This is an optimization exercise on Yosys and OpenROAD, whose aim is small area, a short achievable clock period and few clock cycles, not a production implementation. Where RTL was checked, it was by simulation tests only, not by an equivalence proof against the original. Power and IR drop assume default switching activity.

// picoweb_engine
module picoweb_engine (
    input  wire        clk,
    input  wire        rst,
    input  wire        cmd_valid,
    output wire        cmd_ready,
    input  wire [1:0]  cmd_op,       
    input  wire [7:0]  cmd_type,     
    input  wire [7:0]  cmd_ctx,      
    input  wire [15:0] cmd_len,      
    input  wire [15:0] cmd_addr,     
    input  wire [5:0]  rx_len,       
    output wire [4:0]  rx_addr,
    input  wire [7:0]  rx_data,
    output wire [15:0] pay_addr,
    input  wire [7:0]  pay_data,
    output wire        tx_valid,
    output wire [7:0]  tx_data,
    output wire        ev_valid,
    output wire [1:0]  ev_kind,      
    output wire [7:0]  ev_type,
    output wire [7:0]  ev_ctx,
    output wire [7:0]  ev_data,
    output wire        rsp_valid,
    output wire [2:0]  rsp_status
);
Size in the first run: roughly 2000 cells after synthesis, about 390 flip-flops, ~21000 um^2 of cells after synthesis.
clock: 10.0 ns
lec_check: 0
cap_margin: 20
core_margin: 2
core_utilization: 40
slew_margin: 20
standard.sh (not shown) runs the stock make flow with config.mk's settings and CLKGATE_MAP_FILE= SYNTH_SCRIPT=/design/flow/synth_recipe.tcl, a recipe that flattens the netlist after the stock synthesis.
==> flow/flow/run.sh <==
#!/bin/bash
# Standard ORFS layout of the design, with repair_timing aiming for extra setup
# slack. The constraints (constraint.sdc) are the standard flow's, unchanged.
set -euo pipefail
export SETUP_SLACK_MARGIN=${MARGIN:-6.0}
bash standard.sh finish > flow_finish.log 2>&1
Rerun with:
--- a/flow/flow/run.sh
+++ b/flow/flow/run.sh
@@ -5 +5 @@
-export SETUP_SLACK_MARGIN=${MARGIN:-6.0}
+export SETUP_SLACK_MARGIN=${MARGIN:-6.5}
Outcome:
- routed wire length went up by 2.5%
- synthesized area stays the same
- setup slack improves by 0.32 ns
- maximum frequency went up by 8.7%
- design area went up by 4.6%
- clock-buffer cell count went down by 11
- core utilization went up by 2.2 points
- via count went up by 2.6%
- sequential power went down by about 3%
- power went up by 5.2%
- global-route usage went up by 0.56 points
No run of this note included a check of the RTL's function; only the layout flow was run.

* * *

## job 5718
picoweb_engine, a different RTL version from the one above (not shown whole).
Size: about 2,100 cells after synthesis, ~21,000 um2 of cells after synthesis.
export LEC_CHECK = 0
export CAP_MARGIN = 20
export CORE_MARGIN = 2
export CORE_UTILIZATION = 40
export SLEW_MARGIN = 20
create_clock -name core_clock -period 10.0 [get_ports {clk}]
==> flow/flow/run.sh <==
#!/bin/bash
# Standard ORFS layout of the design, with repair_timing aiming for extra setup
# slack. The constraints (constraint.sdc) are the standard flow's, unchanged.
set -euo pipefail
export SETUP_SLACK_MARGIN=${MARGIN:-7.0}
bash standard.sh finish > flow_finish.log 2>&1
Both conditions hold for job 5718: the flow ran to the end and the final layout passed the timing, DRC and antenna checks.
The following lists how job 1123 was set up differently from job 5718:
--- a/flow/flow/run.sh
+++ b/flow/flow/run.sh
@@ -3,4 +3,4 @@
 # slack. The constraints (constraint.sdc) are the standard flow's, unchanged.
 set -euo pipefail
-export SETUP_SLACK_MARGIN=${MARGIN:-7.0}
+export SETUP_SLACK_MARGIN=${MARGIN:-6.5}
 bash standard.sh finish > flow_finish.log 2>&1
Findings:
Compare job 1123 and job 5718 | multi-input logic portion of the cell area lower: job 5718
Comparing job 1123 and job 5718, net switching power is lower on job 1123.
Layout buffer count excluding clock buffers: job 1123 vs job 5718 down 39%
No functional check of the RTL was part of any run of this note.

* * *

## rev 12
picoweb_engine, a different RTL version from the one above (not shown whole).
Size: about 2100 cells after synthesis, roughly 140 I/O pins.
Settings: LEC_CHECK=0, CAP_MARGIN=20, CORE_MARGIN=2, CORE_UTILIZATION=60, SLEW_MARGIN=20; clock period 10.0 ns.
==> flow/flow/run.sh <==
#!/bin/bash
# Standard ORFS layout of the design (the standard.sh, its constraint.sdc
# unchanged), with these changes to how the layout is made:
#  - repair_timing aims for extra setup slack (SETUP_SLACK_MARGIN),
#  - the port buffers are buf_2 cells (repair may resize them),
#  - clock tree synthesis inserts no dummy loads.
set -euo pipefail
export SETUP_SLACK_MARGIN=${MARGIN:-7.0}
export BUFFER_PORTS_ARGS="-buffer_cell sky130_fd_sc_hd__buf_2"
export CTS_ARGS="-sink_clustering_enable -repair_clock_nets -dont_use_dummy_load"
bash standard.sh finish > flow_finish.log 2>&1
Rev 12 has completed all stages; timing, DRC and antenna checks passed.
Testbench counts of rev 12, summed over its fixed seeds: cycles 105,091.
Inputs modified between rev 12 and rev 13:
Settings: CORE_UTILIZATION now 40, was 60.
--- outcome ---
Diff rev 12 -> rev 13: TritonCTS buffer count +3, DRC marker count from the first detailed-route iteration went down, layout clock buffer count now larger, reported net switching power now larger, register-to-register slack has increased.
Total leakage power is lower on rev 13
For the headroom to the max-slew limit, rev 13 came in 2.3 points higher than rev 12 did.
Arrival time reported for the critical path endpoint (rev 13 over rev 12): increase, 0.08 ns

## re-timing with driven ports
No port has a modelled driver above. Below, the same layouts with a new extraction and two added sets of constraints. Step 1: set_driving_cell puts a clkbuf_16 on clk and a buf_2 on each other input, an assumption about the parent block. Step 2 also shifts input and output timing later by t, the mid clock arrival at the registers, as if the neighbouring blocks saw the same clock. a / b / c = no drivers / after step 1 / after step 2; a / b = the first two.
| run | shift t [ns] | slack for setup (ns) | worst hold slack (ns) | worst slew at a driven data input, ns |
|---|---|---|---|---|
| the first run of note 1 | 0.639 | 6.049 / 5.989 / 5.525 | 0.456 / 0.456 / 0.456 | 0.05 |
| the second run of note 1 | 0.631 | 6.364 / 6.364 / 5.909 | 0.466 / 0.466 / 0.466 | 0.05 |
| job 5718 | 0.637 | 6.684 / 6.694 / 6.058 | 0.461 / 0.461 / 0.461 | 0.07 |
| job 1123 | 0.633 | 6.524 / 6.474 / 5.947 | 0.454 / 0.454 / 0.454 | 0.08 |
| rev 12 | 0.580 | 6.923 / 6.866 / 6.439 | 0.445 / 0.445 / 0.445 | 0.08 |
| rev 13 | 0.616 | 6.837 / 6.774 / 6.437 | 0.438 / 0.438 / 0.438 | 0.06 |
After both steps setup and hold are still met in every run listed. For job 5718, which loses most, drivers alone change the setup slack by +0.010 ns; drivers and shift together by -0.626 ns.
